What follows belongs to an exercise in optimizing a design on an open flow for small area; a production flow would make more cautious choices.
Only simulation tests tie the RTL to the original design; equivalence was not proved.
Power and IR drop assume default switching activity.

==> v7: inputs <==
==> flow/design.v <==
module pt6964_engine (
    input  wire        clk,
    input  wire        rst,
    input  wire [15:0] req,
    input  wire        req_valid,
    output wire        req_ready,
    output wire        rsp_valid,
    output wire [1:0]  rsp_status,
    output wire [15:0] rsp_data,
    output wire [3:0]  cs_n,
    output reg         sclk,
    output reg         mosi,
    input  wire        miso,
    input  wire [2:0]  obs_sel,
    output reg  [15:0] obs_data
);
    localparam [2:0] S_IDLE  = 3'd0;
    localparam [2:0] S_RESP  = 3'd1;
    localparam [2:0] S_CSLO  = 3'd2;    
    localparam [2:0] S_TX    = 3'd3;    
    localparam [2:0] S_WAIT  = 3'd4;    
    localparam [2:0] S_READ  = 3'd5;    
    localparam [2:0] S_CSHI  = 3'd6;    
    localparam [2:0] S_SHORT = 3'd7;    
    localparam [2:0] K_NONE  = 3'd0;    
    localparam [2:0] K_BLD   = 3'd1;    
    localparam [2:0] K_KEY   = 3'd2;    
    localparam [2:0] K_RUN   = 3'd3;    
    localparam [2:0] K_CLOSE = 3'd4;    
    localparam [2:0] K_BIDLE = 3'd5;    
    localparam [6:0] P0   = 7'b0010100;   
    localparam [6:0] P1   = 7'b0101000;   
    localparam [6:0] P2   = 7'b1010001;
    localparam [6:0] P3   = 7'b0100011;   
    localparam [6:0] P5   = 7'b0001111;
    localparam [6:0] P52  = 7'b0100110;   
    localparam [6:0] P102 = 7'b1011111;   
    reg  [1:0]  target;
    reg         phase_run;
    reg  [1:0]  status;
    reg  [7:0]  cmd_byte;
    reg         cmd_valid;
    reg  [15:0] keys;
    reg         keys_valid;
    reg         cs_act;
    reg  [2:0]  st;
    reg  [2:0]  kind;
    reg  [6:0]  s;
    reg  [16:0] sr;
    assign req_ready = (st == S_IDLE);
    assign rsp_valid = (st == S_RESP);
    assign rsp_status = status;
    assign rsp_data = (kind == K_BLD) ? {8'd0, cmd_byte} :
                      (kind == K_KEY) ? keys : 16'd0;
    assign cs_n = ~({3'd0, cs_act} << target);
    wire [3:0] op = req[15:12];
    wire       sb = req[11];
    wire [7:0] v  = req[7:0];
    reg  [1:0] dst;
    reg  [7:0] dbyte;
    reg  [2:0] dkind;
    reg  [2:0] dnext;    
    always @(*) begin
        dst = 2'd0;
        dbyte = v;
        dkind = K_NONE;
        dnext = S_RESP;
        case (op)
            4'h1: begin
                if (req[11:0] != 0) dst = 2'd3;
                dkind = K_BIDLE; dnext = S_SHORT;
            end
            4'h2: begin
                if (req[11:8] != 0) dst = 2'd3;
                else if (phase_run) dst = 2'd2;
                else if (v[7:2] != 0) dst = 2'd1;
            end
            4'h3: begin
                dbyte = {4'b0100, req[10], ~req[9], ~req[8], 1'b0};
                dkind = K_BLD; dnext = sb ? S_CSLO : S_RESP;
                if (v != 0) dst = 2'd3;
                else if (phase_run && sb) dst = 2'd2;
            end
            4'h4: begin
                dkind = K_BLD; dnext = sb ? S_CSLO : S_RESP;
                if (req[10:8] != 0) dst = 2'd3;
                else if (phase_run && sb) dst = 2'd2;
                else if (v[7:2] != 0) dst = 2'd1;
            end
            4'h5: begin
                dbyte = 8'hC0 | v;
                dkind = K_BLD; dnext = sb ? S_CSLO : S_RESP;
                if (req[10:8] != 0) dst = 2'd3;
                else if (phase_run && sb) dst = 2'd2;
                else if (v > 13) dst = 2'd1;
            end
            4'h6: begin
                dbyte = {4'b1000, req[8], v[2:0]};
                dkind = K_BLD; dnext = sb ? S_CSLO : S_RESP;
                if (req[10:9] != 0) dst = 2'd3;
                else if (phase_run && sb) dst = 2'd2;
                else if (v[7:3] != 0) dst = 2'd1;
            end
            4'h7: begin
                dbyte = {req[9:8], v[5:0]};
                dkind = K_BLD; dnext = sb ? S_CSLO : S_RESP;
                if (req[10]) dst = 2'd3;
                else if (phase_run && sb) dst = 2'd2;
                else if (v[7:6] != 0) dst = 2'd1;
            end
            4'h8: begin
                dnext = S_CSLO;
                if (req[11:8] != 0) dst = 2'd3;
                else if (phase_run) dst = 2'd2;
            end
            4'h9: begin
                dbyte = 8'hC0 | v;
                dkind = K_RUN; dnext = S_CSLO;
                if (req[11:8] != 0) dst = 2'd3;
                else if (phase_run) dst = 2'd2;
                else if (v > 13) dst = 2'd1;
            end
            4'hA: begin
                dbyte = {v[0], v[1], v[2], v[3], v[4], v[5], v[6], v[7]};
                dkind = K_RUN; dnext = S_TX;
                if (req[11:8] != 0) dst = 2'd3;
                else if (!phase_run) dst = 2'd2;
            end
            4'hB: begin
                dkind = K_CLOSE; dnext = S_SHORT;
                if (req[11:0] != 0) dst = 2'd3;
                else if (!phase_run) dst = 2'd2;
            end
            4'hC: begin
                dbyte = 8'h42;
                dkind = K_KEY; dnext = S_CSLO;
                if (req[11:0] != 0) dst = 2'd3;
                else if (phase_run) dst = 2'd2;
            end
            default: dst = 2'd3;
        endcase
    end
    wire lfsr_fb = s[6] ^ s[5];
    wire at0   = (s == P0);
    wire at1   = (s == P1);
    wire at2   = (s == P2);
    wire at5   = (s == P5);
    wire at52  = (s == P52);
    wire at102 = (s == P102);
    wire in_tx   = (st == S_TX);
    wire in_read = (st == S_READ);
    wire bits    = in_tx || in_read;
    wire done    = in_read ? sr[0] : sr[8];    
    always @(posedge clk) begin
        case (st)
            S_TX, S_WAIT, S_READ: begin
                if (at102) s <= (st == S_TX) ? ((kind == K_KEY && done) ? P3 : P0) : P1;
                else s <= {s[5:0], lfsr_fb};
            end
            S_SHORT: s <= {s[5:0], lfsr_fb};
            default: s <= P0;
        endcase
        if (st == S_IDLE) sr <= {1'b1, 8'd0, dbyte};
        else if (st == S_WAIT && at102) sr <= {1'b1, 16'd0};
        else if (bits && at52) sr <= {in_tx ? sr[0] : miso, sr[16:1]};
        if (st == S_IDLE) kind <= (dst == 2'd0) ? dkind : K_NONE;
        if (rst) begin
            st <= S_IDLE;
            target <= 2'd0;
            phase_run <= 1'b0;
            status <= 2'd0;
            cmd_byte <= 8'd0;
            cmd_valid <= 1'b0;
            keys <= 16'd0;
            keys_valid <= 1'b0;
            cs_act <= 1'b0;
            sclk <= 1'b0;
            mosi <= 1'b0;
        end else begin
            case (st)
                S_IDLE: begin
                    if (req_valid) begin
                        if (dst != 2'd0) begin
                            st <= S_RESP;
                            status <= dst;
                        end else begin
                            st <= dnext;
                            if (dnext == S_RESP) begin
                                status <= 2'd0;
                                if (dkind == K_BLD) begin
                                    cmd_byte <= dbyte;
                                    cmd_valid <= 1'b1;
                                end
                                if (op == 4'h2) target <= v[1:0];
                            end
                        end
                    end
                end
                S_RESP: st <= S_IDLE;
                S_CSLO: begin
                    cs_act <= 1'b1;
                    st <= S_TX;
                end
                S_CSHI: begin
                    cs_act <= 1'b0;
                    st <= S_RESP;
                    status <= 2'd0;
                    if (kind == K_BLD) begin
                        cmd_byte <= sr[16:9];
                        cmd_valid <= 1'b1;
                    end
                    if (kind == K_KEY) begin
                        keys <= sr[16:1];
                        keys_valid <= 1'b1;
                    end
                end
                S_SHORT: begin
                    if (kind == K_CLOSE) begin
                        if (at0) cs_act <= 1'b0;
                        if (at1) mosi <= 1'b0;
                        if (at2) begin
                            st <= S_RESP;
                            status <= 2'd0;
                            phase_run <= 1'b0;
                        end
                    end else begin
                        if ({s[0], s[5]} == target) cs_act <= 1'b0;
                        if (at5) begin
                            mosi <= 1'b0;
                            st <= S_RESP;
                            status <= 2'd0;
                            phase_run <= 1'b0;
                        end
                    end
                end
                S_WAIT: begin
                    if (at102) st <= S_READ;
                end
                default: begin  
                    if (at0 && in_tx) mosi <= sr[0];
                    if (at1) sclk <= 1'b1;
                    if (at52) sclk <= 1'b0;
                    if (at102 && done) begin
                        if (in_read) st <= S_CSHI;
                        else if (kind == K_KEY) st <= S_WAIT;
                        else if (kind == K_RUN) begin
                            st <= S_RESP;
                            status <= 2'd0;
                            phase_run <= 1'b1;
                        end else st <= S_CSHI;
                    end
                end
            endcase
        end
    end
    always @(*) begin
        case (obs_sel)
            3'd0:    obs_data = {11'd0, keys_valid, cmd_valid, phase_run, status};
            3'd1:    obs_data = {8'd0, cmd_byte};
            3'd2:    obs_data = keys;
            3'd3:    obs_data = {14'd0, target};
            3'd4:    obs_data = {10'd0, cs_n, mosi, sclk};
            default: obs_data = 16'd0;
        endcase
    end
endmodule
==> flow/flow/run.sh <==
#!/bin/bash
# Layout flow: the standard ORFS flow (standard.sh) with
#  - synthesis mapping the combinational logic with an area-oriented ABC
#    script (flow/abc_min.script); registers are mapped as in standard synthesis
#  - sky130_fd_sc_hd__buf_1 as the port buffer on every input and output
#  - CTS with small clock buffers and no dummy loads
set -euo pipefail
W=$(pwd)
export FLOW_WORK=$W
sed "s|SYNTH_SCRIPT=[^ ]*|SYNTH_SCRIPT=$W/flow/synth_wrap.tcl|" standard.sh > std_custom.sh
export BUFFER_PORTS_ARGS="-buffer_cell sky130_fd_sc_hd__buf_1"
export CTS_ARGS="${CTS_ARGS_OVERRIDE:--sink_clustering_enable -repair_clock_nets -dont_use_dummy_load -sink_clustering_size 6 -buf_list sky130_fd_sc_hd__clkbuf_4}"
bash std_custom.sh > flow_make.log 2>&1
==> flow/flow/abc_min.script <==
strash
&get -n
&deepsyn -T 40
&put
dch -f
map -a
topo
==> flow/flow/synth_wrap.tcl <==
proc abc {args} {
  set out {}
  set skip 0
  foreach a $args {
    if {$skip} { set skip 0; continue }
    if {$a eq "-script"} {
      lappend out -script $::env(FLOW_WORK)/flow/abc_min.script
      set skip 1
      continue
    }
    lappend out $a
  }
  yosys abc {*}$out
}
source $::env(FLOW_WORK)/synth_recipe.tcl
==> flow/standard.sh <==
#!/bin/bash
# synth_recipe.tcl (not shown) runs the flow's synth.tcl, then flattens the netlist and writes it again
# the make line also repeats each setting of config.mk as NAME=value (left out here)
make -C /OpenROAD-flow-scripts/flow DESIGN_CONFIG=/design/flow/config.mk WORK_HOME=/design/flow/orfs CLKGATE_MAP_FILE= SYNTH_SCRIPT=/design/flow/synth_recipe.tcl "${@:-finish}"
==> flow/config.mk <==
export PLATFORM = sky130hd
export DESIGN_NAME = pt6964_engine
export DESIGN_NICKNAME = pt6964_engine
export VERILOG_FILES = /design/flow/design.v
export SDC_FILE = /design/flow/constraint.sdc
export NUM_CORES = 4
export LEC_CHECK = 0
export ABC_AREA = 1
export CAP_MARGIN = 20
export CORE_MARGIN = 2
export CORE_UTILIZATION = 60
export SLEW_MARGIN = 20
==> flow/constraint.sdc <==
create_clock -name core_clock -period 10.0 [get_ports {clk}]
set_input_delay 2.0000 -clock core_clock [delete_from_list [all_inputs] [get_ports {clk}]]
set_output_delay 2.0000 -clock core_clock [all_outputs]
set_load 0.01 [all_outputs]
==> inputs of v34, as changes to v7 <==
--- a/flow/flow/run.sh
+++ b/flow/flow/run.sh
@@ -11,3 +11,3 @@
 export BUFFER_PORTS_ARGS="-buffer_cell sky130_fd_sc_hd__buf_1"
-export CTS_ARGS="${CTS_ARGS_OVERRIDE:--sink_clustering_enable -repair_clock_nets -dont_use_dummy_load -sink_clustering_size 6 -buf_list sky130_fd_sc_hd__clkbuf_4}"
+export CTS_ARGS="${CTS_ARGS_OVERRIDE:--sink_clustering_enable -repair_clock_nets -dont_use_dummy_load -buf_list sky130_fd_sc_hd__clkbuf_8}"
 bash std_custom.sh > flow_make.log 2>&1
==> summary of the runs <==
Total power: v7 is smaller than v34 (about 3%). Cell area: v34 is higher than v7 (about 1.4%). In sequential power, v34 and v7 hardly differ. Of v34 and v7, v7 has the higher combinational power (gap about 5%, measured against v7). Of v34 and v7, v34 has the higher maximum frequency (gap 3.7%, measured against v7). Between v7 and v34, the lower worst hold slack is in v34 (gap 0.011 ns). In v7 the clock power is lower than in v34, by about 22%.
==> figures <==
Met3 wire len: v7 786 microns; v34 607 microns
Syn avg cell area: v7 7.07 sq um; v34 7.12 sq um
Relative contribution of the clock network to total power: v7 17.4%; v34 21.7%
Power in combinational cells: v7 0.258 mW; v34 0.245 mW
Shortest period the worst path allows: v7 5.60 ns; v34 5.40 ns
Comb power frac: v7 35.5%; v34 32.7%
Leakage dissipation: v7 1.19 nW; v34 1.23 nW
Outcome: v7 no timing/DRC/antenna violations; v34 no timing/DRC/antenna violations
Cell Int Power: v7 0.428 mW; v34 0.463 mW
Met3 usage: v7 5.40%; v34 5.98%
CP Launch Point: v7 obs_sel[1]; v34 obs_sel[0]
Vias/cell: v7 6.02; v34 5.85
Number of global-route vias before repair: v7 3289; v34 3159
Overall track demand over capacity in global routing: v7 34.0%; v34 32.0%
Worst reg2reg endpoint: v7 st[0]; v34 status[0]
Detailed placement HPWL: v7 7680 microns; v34 7240 microns

-- static timing again, ports no longer ideal --
No port has a modelled driver above. Below, the same layouts with a new extraction and two added sets of constraints.
Step 1 (the two cells are an assumption about what drives the block):
set clk [get_ports {clk}]
set_driving_cell -lib_cell sky130_fd_sc_hd__clkbuf_16 $clk
set_driving_cell -lib_cell sky130_fd_sc_hd__buf_2 [delete_from_list [all_inputs] $clk]
Step 2 moves the port delays by t, midway between the first and last clock arrival at a register: inputs arrive t later, outputs are due t later. That takes back most of the time a late clock gives input paths.
a / b / c = ideal ports / drivers / drivers and shift; a / b = the first two.
run	t (ns)	setup WS [ns]	hold WS [ns]	worst setup path after step 2	latest minus earliest clock arrival (ns)
v7	0.428	4.396 / 4.374 / 4.374	0.468 / 0.468 / 0.468	input to output	0.041 / 0.042
v34	0.356	4.596 / 4.566 / 4.566	0.457 / 0.457 / 0.457	input to output	0.019 / 0.020
After both steps every run listed still meets setup and hold. The setup slack of v34, which loses most, moves by -0.030 ns with the drivers and by -0.030 ns with both steps.
